From an optimization exercise on the open Yosys and OpenROAD flow, aimed at small area and a short achievable clock period; shortcuts taken in it are not production practice.
RTL that was checked went through simulation tests only; none was proved equivalent to the original.
No activity file was given, so power comes from the tool's default toggle rates.

==> run E <==
## swire_decoder
module swire_decoder (
    input  wire        clk,
    input  wire        rst,
    input  wire        sv,
    input  wire        din,
    input  wire        eos,
    input  wire [31:0] cfg_sample_rate,
    input  wire [31:0] cfg_bit_rate,
    input  wire [1:0]  cfg_address_bytes,
    input  wire [31:0] cfg_trig_wait,
    output reg         bits_valid,
    output reg  [1:0]  bits_class,
    output reg         bits_value,
    output wire [31:0] bits_start,
    output wire [31:0] bits_end,
    output reg         bytes_valid,
    output wire [7:0]  bytes_value,
    output reg         bytes_has_cmd,
    output reg         bytes_cmd,
    output reg         bytes_framing_ok,
    output wire [31:0] bytes_start,
    output wire [31:0] bytes_end,
    output reg         master_valid,
    output reg  [2:0]  master_class,
    output reg  [2:0]  master_kind,
    output reg  [23:0] master_data,
    output reg  [31:0] master_start,
    output wire [31:0] master_end,
    output reg         slave_valid,
    output wire [7:0]  slave_value,
    output wire [31:0] slave_start,
    output wire [31:0] slave_end,
    output reg         txn_valid,
    output reg         txn_outcome,
    output wire [2:0]  txn_kind,
    output wire [23:0] txn_addr,
    output wire [1:0]  txn_addr_cnt,
    output wire [7:0]  txn_rw_id,
    output wire        txn_rwid_valid,
    output wire        txn_dir,
    output wire [15:0] txn_data_cnt,
    output wire [31:0] txn_start,
    output wire [31:0] txn_end,
    output wire [3:0]  state,
    output reg         shape,
    output reg         txn_open,
    output wire [3:0]  cnt,
    output wire        done
);
make LEC_CHECK=0 CAP_MARGIN=20 CORE_MARGIN=2 CORE_UTILIZATION=40 SLEW_MARGIN=20 finish   # period 18.0 ns
run.sh (not shown) runs the stock make flow with config.mk's settings and CLKGATE_MAP_FILE= SYNTH_SCRIPT=/design/flow/synth_recipe.tcl, a recipe that flattens the netlist after the stock synthesis.
==> run D (differences from run E) <==
--- a/flow/design.v
+++ b/flow/design.v
@@ -18,17 +18,17 @@
     output reg         bytes_has_cmd,
     output reg         bytes_cmd,
     output reg         bytes_framing_ok,
     output wire [31:0] bytes_start,
     output wire [31:0] bytes_end,
     output reg         master_valid,
     output reg  [2:0]  master_class,
     output reg  [2:0]  master_kind,
-    output reg  [23:0] master_data,
+    output wire [23:0] master_data,
     output reg  [31:0] master_start,
     output wire [31:0] master_end,
     output reg         slave_valid,
     output wire [7:0]  slave_value,
     output wire [31:0] slave_start,
     output wire [31:0] slave_end,
     output reg         txn_valid,
     output reg         txn_outcome,
@@ -67,32 +67,38 @@
     reg [2:0]  st;
     reg [3:0]  bcnt;
     reg        cmd;
     reg [7:0]  sh;
     reg [31:0] byte_start;
     reg [23:0] addr;
     reg [1:0]  addr_cnt;
     reg [31:0] aux_start;    
+    reg        ws_pend;      
     reg [7:0]  rw_id;
     reg        rwid_valid;
     reg [15:0] data_cnt;
     reg [31:0] txn_start_r;
     reg        done_r;
     reg        pend_valid;
     reg        pend_txn;
+    reg [3:0]  msel;         
+    reg [1:0]  mdat;         
     assign state    = {1'b0, st};
     assign cnt      = bcnt;
     assign done     = done_r;
     assign bits_start     = fall_pos;
     assign bits_end       = lpos;
     assign bytes_value    = sh;
     assign bytes_start    = byte_start;
     assign bytes_end      = lpos;
     assign master_end     = lpos;
+    assign master_data    = ({24{mdat[0]}} & addr) | {16'd0, {8{mdat[1]}} & sh};
+    always @* master_start = ({32{msel[0]}} & byte_start) | ({32{msel[1]}} & aux_start) |
+                             ({32{msel[2]}} & fall_pos)   | ({32{msel[3]}} & lpos);
     assign slave_value    = sh;
     assign slave_start    = byte_start;
     assign slave_end      = lpos;
     assign txn_kind       = master_kind;
     assign txn_addr       = addr;
     assign txn_addr_cnt   = addr_cnt;
     assign txn_rw_id      = rw_id;
     assign txn_rwid_valid = rwid_valid;
@@ -193,17 +199,17 @@
     wire [36:0] i2_c = {(i1_s[35:0] & i1_c[35:0]) | (i1_s[35:0] & m1[35:0]) | (i1_c[35:0] & m1[35:0]), 1'b1};
     wire [36:0] init = add37(i2_s, i2_c, 1'b0);
     wire [31:0] pos = inc32(lpos);
     wire [33:0] w0  = {2'd0, lpos};
     wire [33:0] w1  = ~{2'd0, aux_start};
     wire [33:0] w2  = ~{2'd0, tw_r};
     wire [33:0] mw_s = w0 ^ w1 ^ w2;
     wire [33:0] mw_c = {(w0[32:0] & w1[32:0]) | (w0[32:0] & w2[32:0]) | (w1[32:0] & w2[32:0]), 1'b1};
-    wire        mt_due = ~neg34(mw_s, mw_c, 1'b1);
+    wire        mt_due = ws_pend ? (tw_r == 32'd0) : ~neg34(mw_s, mw_c, 1'b1);
     wire cs_bit0 = ci ? lo1 : (lo1 & u4);
     wire cs_bit1 = ci ? (lo4 & ~lo1) : (lo4 & u1);
     wire cs_bit  = cs_bit0 | cs_bit1;
     wire cs_bad  = ~cs_bit;
     wire ce_bit  = (phase == IN_HIGH) & ((lo1 & a4) | (lo4 & a1));
     wire ce_bitv = lo4;
     wire ce_mid  = (phase == IN_LOW) | ((phase == IN_HIGH) & ~ce_bit);
     wire sh_5a = (sh == 8'h5A);
@@ -265,108 +271,92 @@
     wire [2:0] st0 = c0 ? s_st : (mt0 ? S_SEEK_START : st);
     wire [2:0] st1 = c1 ? s_st : (g1 ? S_RDATA : (mt1 ? S_SEEK_START : st));
     wire [3:0] bc0 = c0 ? s_bcnt : (mt0 ? 4'd0 : bcnt);
     wire [3:0] bc1 = c1 ? s_bcnt : (mt1 ? 4'd0 : bcnt);
     wire [1:0] ph0 = f0 ? IN_LOW : phase;
     wire [1:0] ph1 = (c1 | g1) ? WAIT_FALL : (r1 ? IN_HIGH : phase);
     reg        sm_v, st_v;
     reg  [2:0] sm_c, sm_k;
-    reg [31:0] sm_start;
-    reg [23:0] sm_data;
+    reg  [1:0] sm_sel, sm_dat;
     always @* begin
         if (in_high) begin
             sm_c = s_m_c; sm_k = s_m_k; st_v = s_t_v;
-            case (s_msel)
-                MS_BYTE: sm_start = byte_start;
-                MS_AUX:  sm_start = s_auxb ? byte_start : aux_start;
-                default: sm_start = fall_pos;
-            endcase
-            sm_data = (s_mdat == 2'd1) ? {addr[15:0], sh} :
-                      (s_mdat == 2'd2) ? {16'd0, sh} : 24'd0;
+            sm_sel = s_auxb ? MS_BYTE : s_msel;
+            sm_dat = s_mdat;
         end else if (in_low) begin
             sm_c = M_TRIGGER; sm_k = 3'd0; st_v = 1'b0;
-            sm_start = fall_pend ? lpos : fall_pos;
-            sm_data = 24'd0;
+            sm_sel = MS_FALL; sm_dat = 2'd0;
         end else begin
             sm_c = M_ERROR; sm_k = E_MT; st_v = 1'b1;
-            sm_start = aux_start;
-            sm_data = 24'd0;
+            sm_sel = MS_AUX; sm_dat = 2'd0;
         end
     end
     wire sm_v0 = c0 ? s_m_v : mt0;
     wire sm_v1 = c1 ? s_m_v : (g1 | mt1);
     wire st_v0 = c0 ? s_t_v : mt0;
     wire st_v1 = c1 ? s_t_v : mt1;
     wire       e_peos_only = e_peos_v & ~e_m_v;
     wire [2:0] em_c = e_peos_only ? M_ERROR : e_m_c;
     wire [2:0] em_k = e_peos_only ? E_PEOS : e_m_k;
-    reg [31:0] em_start;
-    always @* begin
-        case (e_peos_only ? e_peos_sel : e_msel)
-            MS_BYTE: em_start = e_bsld ? fall_pos : byte_start;
-            MS_AUX:  em_start = e_auxb ? byte_start : aux_start;
-            MS_FALL: em_start = fall_pend ? lpos : fall_pos;
-            default: em_start = pos;
-        endcase
-    end
-    wire [23:0] em_data = e_peos_only ? 24'd0 :
-                          (e_mdat == 2'd1) ? {addr[15:0], sh} :
-                          (e_mdat == 2'd2) ? {16'd0, sh} : 24'd0;
+    wire [1:0] e_sel0 = e_peos_only ? e_peos_sel : e_msel;
+    wire [1:0] em_sel = (e_sel0 == MS_AUX && e_auxb) ? MS_BYTE : e_sel0;
+    wire [1:0] em_dat = e_peos_only ? 2'd0 : e_mdat;
     wire tk_e  = ~done_r & eos;
     wire tk_s  = ~done_r & ~eos & sv;
     wire close = tk_s & (din ? c1 : c0);
     wire fall  = tk_s & ~din & f0;
     wire rise  = tk_s & din & r1;
     wire k_step = tk_e | close;
+    wire idle_st = ~done_r & ~st[2] & ~st[1];    
     always @(posedge clk) begin
-        if (fall | rise) acc <= init;
-        else if (tk_s & ~ci) acc <= adv;
-        if (rise) begin lo1 <= u1; lo4 <= u4; end
+        if (tk_s) acc <= (din ? r1 : f0) ? init : (ci ? acc : adv);
+        if (in_low) begin lo1 <= u1; lo4 <= u4; end
         if (fall_pend) fall_pos <= lpos;
         if (eos ? tk_e & e_shift : close & s_shift) sh <= {sh[6:0], eos ? ce_bitv : cs_bit1};
         if (k_step) cmd <= eos ? e_cmd : s_cmd;
-        if (eos ? tk_e & e_bsld : close & s_bsld) byte_start <= fall_pos;
-        if (eos ? tk_e & e_aclr : close & s_aclr) addr <= 24'd0;
+        if (bcnt == 4'd0) byte_start <= fall_pos;
+        if (idle_st) addr <= 24'd0;
         else if (eos ? tk_e & e_ashift : close & s_ashift) addr <= {addr[15:0], sh};
         if (k_step) addr_cnt <= eos ? e_acnt : s_acnt;
-        if (eos ? tk_e & e_auxb : close & s_auxb) aux_start <= byte_start;
-        else if (eos ? tk_e & e_auxp : close & s_auxp) aux_start <= pos;
-        if (eos ? tk_e & e_rwclr : close & s_rwclr) begin rw_id <= 8'd0; rwid_valid <= 1'b0; end
+        if (ws_pend) aux_start <= lpos;
+        else if (st == S_ADDR && addr_cnt == 2'd0) aux_start <= byte_start;
+        if (idle_st) begin rw_id <= 8'd0; rwid_valid <= 1'b0; end
         else if (eos ? tk_e & e_rwld : close & s_rwld) begin rw_id <= sh; rwid_valid <= 1'b1; end
-        if (eos ? tk_e & e_dclr : close & s_dclr) data_cnt <= 16'd0;
+        if (idle_st) data_cnt <= 16'd0;
         else if (eos ? tk_e & e_dinc : close & s_dinc) data_cnt <= data_cnt + 16'd1;
-        if (eos ? tk_e & e_tld : close & s_tld) txn_start_r <= byte_start;
+        if (idle_st) txn_start_r <= byte_start;
         bits_class       <= eos ? e_bits_c : s_bits_c;
         bits_value       <= eos ? ce_bitv : cs_bit1;
         bytes_has_cmd    <= eos ? e_hc : s_hc;
         bytes_cmd        <= (eos ? e_hc : s_hc) & cmd;
         bytes_framing_ok <= eos ? ce_bitv : cs_bit1;
         pend_txn         <= e_peos_txn;
         if (pend_valid) begin
             master_class <= M_ERROR; master_kind <= E_PEOS; txn_outcome <= 1'b1;
-            master_start <= lpos; master_data <= 24'd0;
+            msel <= 4'b1000; mdat <= 2'd0;
         end else if (eos) begin
             master_class <= em_c; master_kind <= em_k; txn_outcome <= |em_k;
-            master_start <= em_start; master_data <= em_data;
+            msel <= 4'b0001 << em_sel; mdat <= em_dat;
         end else begin
             master_class <= sm_c; master_kind <= sm_k; txn_outcome <= |sm_k;
-            master_start <= sm_start; master_data <= sm_data;
+            msel <= 4'b0001 << sm_sel; mdat <= sm_dat;
         end
         if (rst) begin
             lpos <= 32'hFFFFFFFF; primed <= 1'b0; prev <= 1'b1; phase <= WAIT_FALL;
-            fall_pend <= 1'b0; st <= S_IDLE; bcnt <= 4'd0; done_r <= 1'b0;
+            fall_pend <= 1'b0; ws_pend <= 1'b0; st <= S_IDLE; bcnt <= 4'd0; done_r <= 1'b0;
             pend_valid <= 1'b0;
             bits_valid <= 1'b0; bytes_valid <= 1'b0; master_valid <= 1'b0;
             slave_valid <= 1'b0; txn_valid <= 1'b0;
             shape <= 1'b0; txn_open <= 1'b0;
         end else begin
             if (tk_s | tk_e) lpos <= pos;
             if (tk_s) begin primed <= 1'b1; prev <= din; end
             fall_pend <= fall;
+            ws_pend   <= eos ? tk_e & e_auxp : close & s_auxp;
             if (tk_e) done_r <= 1'b1;
             if (tk_e) begin
                 phase <= WAIT_FALL; st <= e_st; bcnt <= e_bcnt;
                 shape <= (e_st == S_RDATA); txn_open <= e_st[2] | e_st[1];
             end else if (tk_s) begin
                 phase <= din ? ph1 : ph0;
                 st <= din ? st1 : st0;
                 bcnt <= din ? bc1 : bc0;
==> flow/flow/run.sh (new file) <==
#!/bin/bash
# The standard layout (the standard.sh), with two changes to how it is
# made: the port buffers are buf_1 cells instead of ORFS's default delay
# buffers, and ORFS's own repair_timing steps aim for extra setup slack.
set -euo pipefail
cd "$(dirname "$0")/.."
export BUFFER_PORTS_ARGS="-buffer_cell sky130_fd_sc_hd__buf_1"
export SETUP_SLACK_MARGIN=13
bash standard.sh > orfs_make.log 2>&1
==> flow/standard.sh (new file) <==
#!/bin/bash
# synth_recipe.tcl (not shown) runs the flow's synth.tcl, then flattens the netlist and writes it again
# the make line also repeats each setting of config.mk as NAME=value (left out here)
make -C /OpenROAD-flow-scripts/flow DESIGN_CONFIG=/design/flow/config.mk WORK_HOME=/design/flow/orfs CLKGATE_MAP_FILE= SYNTH_SCRIPT=/design/flow/synth_recipe.tcl "${@:-finish}"
Settings changed: CORE_UTILIZATION 40 to 55.
removed: flow/run.sh
==> comparison <==
Between run D and run E, the lower critical path depth is in run E (gap 14).
Clock skew: run E is higher than run D (0.014 ns).
Synthesized cell count: run D is smaller than run E (18%).
In run E the sequential share of layout area is lower than in run D, by 3.3 points.
In run D the via count is smaller than in run E, by 13%.
Of run E and run D, run E has the higher wire length (gap 21%, measured against run D).
Worst hold slack: run E is worse than run D (0.022 ns).
Non-clock buffer count: run D is higher than run E (75).
In run D the sequential power is lower than in run E, by about 7%.
==> figures <==
                                                                            run E         run D
Share of final-layout standard cells stronger than drive strength 1         5.83%         16.5%
CP Data Arrival Time                                                      7.16 ns       5.69 ns
Count of flip-flops and latches                                               447           398
Fraction of synthesized cell area in xor and xnor cells                    0.924%        0.921%
Run status                                       no timing/DRC/antenna violations  no timing/DRC/antenna violations
Internal Pwr Total                                                        2.19 mW       1.95 mW
Post-Place Cell Area                                                 0.0366 sq mm  0.0291 sq mm
Power per cell area                                                  83.0 mW/mm^2  91.7 mW/mm^2
Power in sequential cells                                                 1.21 mW       1.12 mW
Share of synthesized cell area in and, or, nand and nor gates               12.3%         10.9%
Starting density of the core                                                40.4%         55.3%
Beginning of the critical path                                                din       sr_r[1]
Final period demand of the worst path                                     7.13 ns       5.35 ns
Number of inserted filler cells in the final layout                          7308          4066
Vias                                                                        25500         22200
Area taken by multi-input logic gates                                0.0179 sq mm  0.0157 sq mm
Fraction of standard cell area in multi-input logic                         46.6%         48.5%
Comb_multi_in                                                                2198          1740
Total power consumption of the routed design                              3.19 mW       2.98 mW
Synthesized Nets                                                             3802          3203
Function not checked in run E: the RTL went through the layout flow alone.

---

==> inputs of 07-15 <==
swire_decoder, a different RTL version from the one above (not shown whole).
make LEC_CHECK=0 CAP_MARGIN=20 CORE_MARGIN=2 CORE_UTILIZATION=40 SLEW_MARGIN=20 finish   # period 18.0 ns
Stock flow here: none of the scripts above is used.
==> 02-17 (differences from 07-15) <==
--- a/flow/design.v
+++ b/flow/design.v
@@ -54,37 +54,40 @@
     localparam [1:0] B_DATA = 2'd0, B_CMD = 2'd1, B_ERR = 2'd2;
     localparam [2:0] M_START = 3'd0, M_ADDR = 3'd1, M_RWID = 3'd2, M_WDATA = 3'd3,
                      M_TRIGGER = 3'd4, M_END = 3'd5, M_ERROR = 3'd6;
     localparam [2:0] E_BAD = 3'd1, E_PEOS = 3'd2, E_UCB = 3'd3, E_MEM = 3'd4,
                      E_MT = 3'd5;
-    localparam [2:0] MS_BYTE = 3'd0, MS_ADDR = 3'd1, MS_FALL = 3'd2, MS_WAIT = 3'd3,
-                     MS_POS = 3'd4;
+    localparam [1:0] MS_BYTE = 2'd0, MS_AUX = 2'd1, MS_FALL = 2'd2, MS_POS = 2'd3;
     reg [31:0] lpos;         
     reg        primed;
     reg        prev;
     reg [1:0]  phase;
     reg        fall_pend;    
     reg [31:0] fall_pos;
     reg        lo1, lo4;     
     reg [36:0] acc;          
+    reg        fresh;        
+    reg [31:0] sr_r;
+    reg [35:0] step_r;       
+    reg [31:0] tw_r;
+    reg [1:0]  ab_r;
     reg [2:0]  st;
     reg [3:0]  bcnt;
     reg        cmd;
     reg [7:0]  sh;
     reg [31:0] byte_start;
     reg [23:0] addr;
     reg [1:0]  addr_cnt;
-    reg [31:0] addr_start;
+    reg [31:0] aux_start;    
     reg [7:0]  rw_id;
     reg        rwid_valid;
     reg [15:0] data_cnt;
     reg [31:0] txn_start_r;
-    reg [31:0] wait_start;
     reg        done_r;
     reg        pend_valid;
     reg        pend_txn;
-    reg [2:0]  msel;
+    reg [1:0]  msel;
     assign state    = {1'b0, st};
     assign cnt      = bcnt;
     assign done     = done_r;
     assign shape    = (st == S_RDATA);
     assign txn_open = st[2] | st[1];
@@ -100,13 +103,12 @@
                              (master_class == M_ERROR && (master_kind == E_UCB || master_kind == E_MEM)))
                             ? {16'd0, sh} : 24'd0;
     always @* begin
         case (msel)
             MS_BYTE: master_start = byte_start;
-            MS_ADDR: master_start = addr_start;
+            MS_AUX:  master_start = aux_start;
             MS_FALL: master_start = fall_pos;
-            MS_WAIT: master_start = wait_start;
             default: master_start = lpos;
         endcase
     end
     assign slave_valid    = bytes_valid & ~bytes_has_cmd;
     assign slave_value    = sh;
@@ -120,53 +122,63 @@
     assign txn_rwid_valid = rwid_valid;
     assign txn_dir        = rw_id[7];
     assign txn_data_cnt   = data_cnt;
     assign txn_start      = txn_start_r;
     assign txn_end        = lpos;
-    wire [31:0] sr    = cfg_sample_rate;
-    wire [35:0] step  = {1'b0, cfg_bit_rate, 3'd0} + {3'd0, cfg_bit_rate, 1'b0};
-    wire [36:0] init  = {1'b0, step} + {5'd0, sr};
-    wire [35:0] sr10  = {1'b0, sr, 3'd0} + {3'd0, sr, 1'b0};
-    wire [36:0] sr11  = {1'b0, sr10} + {5'd0, sr};
-    wire c1 = acc >= {4'd0, sr, 1'b0};
-    wire c3 = acc >= {3'd0, sr, 2'b0};
-    wire c7 = acc >= {2'd0, sr, 3'b0};
-    wire c9 = acc >= {1'b0, sr10};
-    wire ci = acc > sr11;
-    wire u1 = c1 & ~c3;
-    wire u4 = c7 & ~c9;
-    wire [31:0] pos  = lpos + 32'd1;
-    wire [31:0] wdur = lpos - wait_start;
-    wire        mt_due = wdur >= cfg_trig_wait;
-    reg [31:0] n_lpos, n_byte_start, n_addr_start, n_txn_start, n_wait_start;
-    reg        n_primed, n_prev, n_cmd, n_rwid_valid, n_done, n_fall_pend, n_lo1, n_lo4;
+    always @(posedge clk) begin
+        sr_r   <= cfg_sample_rate;
+        step_r <= {1'b0, cfg_bit_rate, 3'd0} + {3'd0, cfg_bit_rate, 1'b0};
+        tw_r   <= cfg_trig_wait;
+        ab_r   <= cfg_address_bytes;
+    end
+    wire [34:0] sr5 = {1'b0, sr_r, 2'd0} + {3'd0, sr_r};
+    wire [36:0] s   = acc + {1'b0, step_r} + {36'd0, fresh};    
+    wire [37:0] sx  = {s[36], s};
+    wire [37:0] q1  = sx + {4'd0, sr_r, 2'd0};
+    wire [37:0] q2  = sx + {5'd0, sr_r, 1'b0};
+    wire [37:0] q4  = sx - {5'd0, sr_r, 1'b0};
+    wire [37:0] q5  = sx - {4'd0, sr_r, 2'd0};
+    wire [37:0] qi  = {3'd0, sr5} - sx;
+    wire a1 = ~q1[37];
+    wire a2 = ~q2[37];
+    wire a4 = ~q4[37];
+    wire a5 = ~q5[37];
+    wire ci = qi[37];
+    wire c1 = a1, c7 = a4;
+    wire u1 = a1 & ~a2;
+    wire u4 = a4 & ~a5;
+    wire [31:0] pos = lpos + 32'd1;
+    wire [33:0] mq  = {2'd0, lpos} - {2'd0, aux_start} - {2'd0, tw_r};
+    wire        mt_due = ~mq[33];
+    reg [31:0] n_lpos, n_byte_start, n_aux_start, n_txn_start;
+    reg        n_fresh, n_primed, n_prev, n_cmd, n_rwid_valid, n_done, n_fall_pend, n_lo1, n_lo4;
     reg [1:0]  n_phase, n_addr_cnt;
     reg [2:0]  n_st;
     reg [3:0]  n_bcnt;
     reg [7:0]  n_sh, n_rw_id;
     reg [23:0] n_addr;
     reg [15:0] n_data_cnt;
     reg [36:0] n_acc;
     reg        r_bits_v;   reg [1:0] r_bits_c; reg r_bits_val;
     reg        r_bytes_v;  reg r_bytes_hc, r_bytes_fok;
-    reg        r_m_v;      reg [2:0] r_m_c, r_m_k, r_msel;
+    reg        r_m_v;      reg [2:0] r_m_c, r_m_k; reg [1:0] r_msel;
     reg        r_t_v;
     reg        r_peos_v, r_peos_txn;
-    reg [2:0]  r_peos_sel;
+    reg [1:0]  r_peos_sel;
     reg        sym_bit, sym_bad, sym_trig, sym_idle, sym_mt, sym_fall, sym_rise;
     reg        bit_v, mid_bit, byte_done, byte_c;
     reg        err;
-    reg [2:0]  err_kind, err_sel;
+    reg [2:0]  err_kind; reg [1:0] err_sel;
     reg        open_now;
     always @* begin
         n_lpos = lpos; n_primed = primed; n_prev = prev; n_phase = phase;
-        n_fall_pend = 1'b0; n_lo1 = lo1; n_lo4 = lo4; n_acc = acc;
+        n_fall_pend = 1'b0; n_lo1 = lo1; n_lo4 = lo4; n_acc = acc; n_fresh = fresh;
         n_st = st; n_bcnt = bcnt;
         n_cmd = cmd; n_sh = sh; n_byte_start = byte_start; n_addr = addr;
-        n_addr_cnt = addr_cnt; n_addr_start = addr_start; n_rw_id = rw_id;
+        n_addr_cnt = addr_cnt; n_aux_start = aux_start; n_rw_id = rw_id;
         n_rwid_valid = rwid_valid; n_data_cnt = data_cnt;
-        n_txn_start = txn_start_r; n_wait_start = wait_start; n_done = done_r;
+        n_txn_start = txn_start_r; n_done = done_r;
         r_bits_v = 1'b0; r_bits_c = B_DATA; r_bits_val = 1'b0;
         r_bytes_v = 1'b0; r_bytes_hc = 1'b0; r_bytes_fok = 1'b0;
         r_m_v = 1'b0; r_m_c = M_START; r_m_k = 3'd0; r_msel = MS_BYTE;
         r_t_v = 1'b0;
         r_peos_v = 1'b0; r_peos_txn = 1'b0; r_peos_sel = MS_POS;
@@ -279,15 +291,15 @@
                 end
                 S_ADDR: begin
                     if (byte_c) begin
                         err = 1'b1; err_kind = E_UCB; err_sel = MS_BYTE;
                     end else begin
-                        if (n_addr_cnt == 2'd0) n_addr_start = n_byte_start;
+                        if (n_addr_cnt == 2'd0) n_aux_start = n_byte_start;
                         n_addr = {n_addr[15:0], n_sh};
                         n_addr_cnt = n_addr_cnt + 2'd1;
-                        if (n_addr_cnt == cfg_address_bytes) begin
-                            r_m_v = 1'b1; r_m_c = M_ADDR; r_msel = MS_ADDR;
+                        if (n_addr_cnt == ab_r) begin
+                            r_m_v = 1'b1; r_m_c = M_ADDR; r_msel = MS_AUX;
                             n_st = S_RWID;
                         end
                     end
                 end
                 S_RWID: begin
@@ -295,11 +307,11 @@
                         err = 1'b1; err_kind = E_UCB; err_sel = MS_BYTE;
                     end else begin
                         n_rw_id = n_sh; n_rwid_valid = 1'b1;
                         r_m_v = 1'b1; r_m_c = M_RWID; r_msel = MS_BYTE;
                         if (n_sh[7]) begin
-                            n_st = S_AWAIT_TRIG; n_wait_start = pos;
+                            n_st = S_AWAIT_TRIG; n_aux_start = pos;
                         end else begin
                             n_st = S_WDATA;
                         end
                     end
                 end
@@ -307,11 +319,11 @@
                     r_m_v = 1'b1; r_m_c = M_WDATA; r_msel = MS_BYTE;
                     if (n_data_cnt != 16'hFFFF) n_data_cnt = n_data_cnt + 16'd1;
                 end
                 S_RDATA: begin
                     if (n_data_cnt != 16'hFFFF) n_data_cnt = n_data_cnt + 16'd1;
-                    n_st = S_AWAIT_TRIG; n_wait_start = pos;
+                    n_st = S_AWAIT_TRIG; n_aux_start = pos;
                 end
                 S_SEEK_END: begin
                     if (n_sh == 8'hFF) begin
                         r_m_v = 1'b1; r_m_c = M_END; r_msel = MS_BYTE;
                         r_t_v = 1'b1;
@@ -335,11 +347,11 @@
         if (sym_trig) begin
             r_m_v = 1'b1; r_m_c = M_TRIGGER; r_msel = MS_FALL;
             n_st = S_RDATA;
         end
         if (sym_mt) begin
-            err = 1'b1; err_kind = E_MT; err_sel = MS_WAIT;
+            err = 1'b1; err_kind = E_MT; err_sel = MS_AUX;
         end
         if (err) begin
             r_m_v = 1'b1; r_m_c = M_ERROR; r_m_k = err_kind; r_msel = err_sel;
             if (n_st >= S_ADDR) r_t_v = 1'b1;
             n_bcnt = 4'd0;
@@ -351,14 +363,15 @@
             end
         end
         if (sym_fall) begin
             n_fall_pend = 1'b1; n_phase = IN_LOW;
         end
-        if (sym_fall || sym_rise)
-            n_acc = init;
-        else if (!done_r && !eos && sv && !ci)
-            n_acc = acc + {1'b0, step};
+        if (sym_fall || sym_rise) begin
+            n_acc = ~{2'd0, sr5}; n_fresh = 1'b1;
+        end else if (!done_r && !eos && sv && !ci) begin
+            n_acc = s; n_fresh = 1'b0;
+        end
         if (!done_r && !eos && sv) begin
             n_prev = din;
             n_lpos = pos;
         end
         if (!done_r && eos) begin
@@ -377,15 +390,15 @@
             n_done  = 1'b1;
             n_lpos  = pos;
         end
     end
     always @(posedge clk) begin
-        acc <= n_acc; lo1 <= n_lo1; lo4 <= n_lo4;
+        acc <= n_acc; fresh <= n_fresh; lo1 <= n_lo1; lo4 <= n_lo4;
         cmd <= n_cmd; sh <= n_sh; byte_start <= n_byte_start; addr <= n_addr;
-        addr_cnt <= n_addr_cnt; addr_start <= n_addr_start; rw_id <= n_rw_id;
+        addr_cnt <= n_addr_cnt; aux_start <= n_aux_start; rw_id <= n_rw_id;
         rwid_valid <= n_rwid_valid; data_cnt <= n_data_cnt;
-        txn_start_r <= n_txn_start; wait_start <= n_wait_start;
+        txn_start_r <= n_txn_start;
         if (fall_pend) fall_pos <= lpos;
         bits_class <= r_bits_c; bits_value <= r_bits_val;
         bytes_has_cmd <= r_bytes_hc; bytes_framing_ok <= r_bytes_fok;
         if (rst) begin
             lpos <= 32'hFFFFFFFF; primed <= 1'b0; prev <= 1'b1; phase <= WAIT_FALL;
==> comparison <==
- 07-15 finished with timing, DRC and antenna clean. 02-17 produced a clean layout.
- In 02-17 the die area is lower than in 07-15, by 1.0%.
- In 02-17 the sequential power is larger than in 07-15, by about 20%.
- In 02-17 the synthesized cell count is smaller than in 07-15, by about 1.3%.
- Against 07-15, the total power of 02-17 is larger by about 27%.
- Between 07-15 and 02-17, the lower first-iteration DRC count is in 07-15 (gap about 26%, measured against 02-17).
- Of 07-15 and 02-17, 02-17 has the higher clock-buffer cell count (gap 11).
- Via count: 07-15 is higher than 02-17 (4.0%).
- Design area: 02-17 is lower than 07-15 (about 0.3%).
- Against 07-15, the non-clock buffer count of 02-17 is lower by 2.
For 02-17, only the layout was checked, not whether the RTL still works.

## afterwards: timing with drivers on the ports
The flow's constraints put no driver on any port. The routed layouts listed below were extracted and timed again, unchanged, in two steps.
Step 1 sets driving cells, clkbuf_16 on the clock port and buf_2 on the other inputs (assumed; they add their load-dependent delay and slew).
Step 2 also shifts input and output timing later by t, the mid clock arrival at the registers, as if the neighbouring blocks saw the same clock.
a / b / c = ideal / step 1 / step 2; a / b = the first two.
| run | shift t [ns] | slack for setup (ns) | worst setup path after step 2 | slew at the worst register clock pin (ns) |
|---|---|---|---|---|
| run E | 0.688 | 10.872 / 10.885 / 10.197 | input to register | 0.07 / 0.07 |
| run D | 0.659 | 12.653 / 12.653 / 12.289 | input to register | 0.06 / 0.06 |
| 07-15 | 0.598 | 4.641 / 4.667 / 4.069 | input to register | 0.07 / 0.07 |
| 02-17 | 0.644 | 8.992 / 8.992 / 8.992 | register to register | 0.07 / 0.07 |
After both steps every run listed still meets setup and hold. The setup slack of run E, which loses most, moves by +0.013 ns with the drivers and by -0.675 ns with both steps.
